Source: an optimization exercise on an open RTL-to-GDS flow (aim: small area). Production flows keep margins and buffers that such runs may drop. In this exercise RTL edits were held to simulation tests only and were not proved equivalent to the original.

lane 3:
## hmv3_engine
module hmv3_engine (
    input  wire        clk,
    input  wire        rst,
    input  wire        in_valid,
    output wire        in_ready,
    input  wire [7:0]  in_op,
    input  wire [7:0]  in_a,
    input  wire [15:0] in_b,
    input  wire [15:0] in_c,
    input  wire        in_model,
    output wire        out_valid,
    input  wire        out_ready,
    output wire        out_last,
    output wire [3:0]  out_code,
    output wire [15:0] out_data
);
    localparam [3:0] R_OK       = 4'd0;
    localparam [3:0] R_INVRANGE = 4'd2;
    localparam [3:0] R_UNKNOWN  = 4'd3;
    localparam [3:0] R_TRUNC    = 4'd4;
    localparam [3:0] R_TOOLONG  = 4'd5;
    localparam [3:0] R_DCBSHORT = 4'd6;
    localparam [3:0] R_ILLEGAL  = 4'd7;
    localparam [3:0] R_MORE     = 4'd8;
    localparam [3:0] S_IDLE = 4'd0;
    localparam [3:0] S_BITW = 4'd1;    
    localparam [3:0] S_BIT  = 4'd2;    
  ...
==> flow/config.mk <==
export PLATFORM = sky130hd
export DESIGN_NAME = hmv3_engine
export DESIGN_NICKNAME = hmv3_engine
export VERILOG_FILES = /design/flow/design.v
export SDC_FILE = /design/flow/constraint.sdc
export NUM_CORES = 4
export LEC_CHECK = 0
export CAP_MARGIN = 20
export CORE_MARGIN = 2
export CORE_UTILIZATION = 60
export GPL_TIMING_DRIVEN = 0
export PLACE_DENSITY = 0.7
export SETUP_SLACK_MARGIN = 0.3
export SLEW_MARGIN = 20
==> flow/constraint.sdc <==
create_clock -name core_clock -period 8.0 [get_ports {clk}]
set_input_delay 1.6000 -clock core_clock [delete_from_list [all_inputs] [get_ports {clk}]]
set_output_delay 1.6000 -clock core_clock [all_outputs]
set_load 0.01 [all_outputs]
standard.sh (not shown) runs the stock make flow with config.mk's settings and CLKGATE_MAP_FILE= SYNTH_SCRIPT=/design/flow/synth_recipe.tcl, a recipe that flattens the netlist after the stock synthesis.
==> flow/flow/run.sh <==
#!/bin/bash
# Standard synthesis, then an area re-mapping of its combinational logic
# (registers untouched), then the standard layout from that netlist, with
# the smallest buffer on each port and no dummy clock loads.
set -euo pipefail
HERE=$(pwd)
R=$HERE/orfs/results/$FLOW_PLATFORM/hmv3_engine/base
export BUFFER_PORTS_ARGS="-buffer_cell sky130_fd_sc_hd__buf_1"
export CTS_ARGS='-sink_clustering_enable -repair_clock_nets -sink_clustering_size 32 -sink_clustering_max_diameter 60 -buf_list "sky130_fd_sc_hd__clkbuf_8 sky130_fd_sc_hd__clkbuf_16" -dont_use_dummy_load'
bash standard.sh synth > std_synth.log 2>&1
cp $R/1_2_yosys.v $HERE/std_synth_netlist.v
IN=$HERE/std_synth_netlist.v OUT=$R/1_2_yosys.v TOP=$FLOW_TOP \
LIB=$FLOW_HOME/platforms/sky130hd/lib/sky130_fd_sc_hd__tt_025C_1v80.lib \
SCRIPT=$HERE/flow/area.abc yosys -c $HERE/flow/reopt.tcl > reopt.log 2>&1
rm -f $R/1_synth.odb $R/1_synth.sdc
bash standard.sh > std_layout.log 2>&1
==> flow/flow/area.abc <==
strash
&get -n
&deepsyn -T 120
&put
balance -l; resub -K 6 -l; rewrite -l; resub -K 6 -N 2 -l; refactor -l; resub -K 8 -l; balance -l; resub -K 8 -N 2 -l; rewrite -l; resub -K 10 -l; rewrite -z -l; resub -K 10 -N 2 -l; balance -l; resub -K 12 -l; refactor -z -l; resub -K 12 -N 2 -l; rewrite -z -l; balance -l
dch -f
amap -F 20 -A 40
Other scripts of this flow, unchanged in this note and not shown: flow/flow/reopt.tcl
Here is what was changed in the inputs of lane 2 compared with lane 3.
--- a/flow/flow/run.sh
+++ b/flow/flow/run.sh
@@ -9 +9 @@
-export CTS_ARGS='-sink_clustering_enable -repair_clock_nets -sink_clustering_size 32 -sink_clustering_max_diameter 60 -buf_list "sky130_fd_sc_hd__clkbuf_8 sky130_fd_sc_hd__clkbuf_16" -dont_use_dummy_load'
+export CTS_ARGS="-sink_clustering_enable -repair_clock_nets -sink_clustering_size 32 -sink_clustering_max_diameter 60 -buf_list sky130_fd_sc_hd__clkbuf_16 -dont_use_dummy_load"
--- a/flow/flow/area.abc
+++ b/flow/flow/area.abc
@@ -2,3 +2 @@
-&get -n
-&deepsyn -T 120
-&put
+balance -l; resub -K 6 -l; rewrite -l; resub -K 6 -N 2 -l; refactor -l; resub -K 8 -l; balance -l; resub -K 8 -N 2 -l; rewrite -l; resub -K 10 -l; rewrite -z -l; resub -K 10 -N 2 -l; balance -l; resub -K 12 -l; refactor -z -l; resub -K 12 -N 2 -l; rewrite -z -l; balance -l
==> run notes <==
- Lane 3 → lane 2: starting density of the core higher, average footprint of a synthesized cell now smaller, critical path depth went up.
- Lane 2 against lane 3; synthesized instance count is up by a few percent.
- Side by side, count of antenna diodes in the layout turned out higher in lane 2 than in lane 3.
- Looking at the reports, lane 3 completed the entire flow and the layout it produced met the timing, design-rule and antenna checks.
- Lane 2: full flow OK, the timing, design-rule and antenna checks passed
- From lane 3 to lane 2 the numbers moved as follows: worst setup slack -0.023 ns; sequential share of cell area -1.0 points; area of the multi-input gates +650 um^2.

-- separate check: timing with driven ports --
The flow's constraints put no driver on any port. The routed layouts listed below were extracted and timed again, unchanged, in two steps.
Step 1, drivers: a clkbuf_16 drives clk and a buf_2 each remaining input, both assumed.
Step 2, shift: input delay + t, output delay - t, t = (earliest + latest rising clock arrival at the registers) / 2. This alone moves slack from input paths to output paths.
a / b / c = no drivers / after step 1 / after step 2; a / b = the first two.
run | t, ns | setup WS [ns] | slew at the worst register clock pin (ns)
lane 3 | 0.700 | 0.486 / 0.448 / 0.332 | 0.12 / 0.12
lane 2 | 0.694 | 0.464 / 0.443 / 0.032 | 0.12 / 0.12
After both steps setup and hold are still met in every run listed. The setup slack of lane 2, which loses most, moves by -0.021 ns with the drivers and by -0.432 ns with both steps.
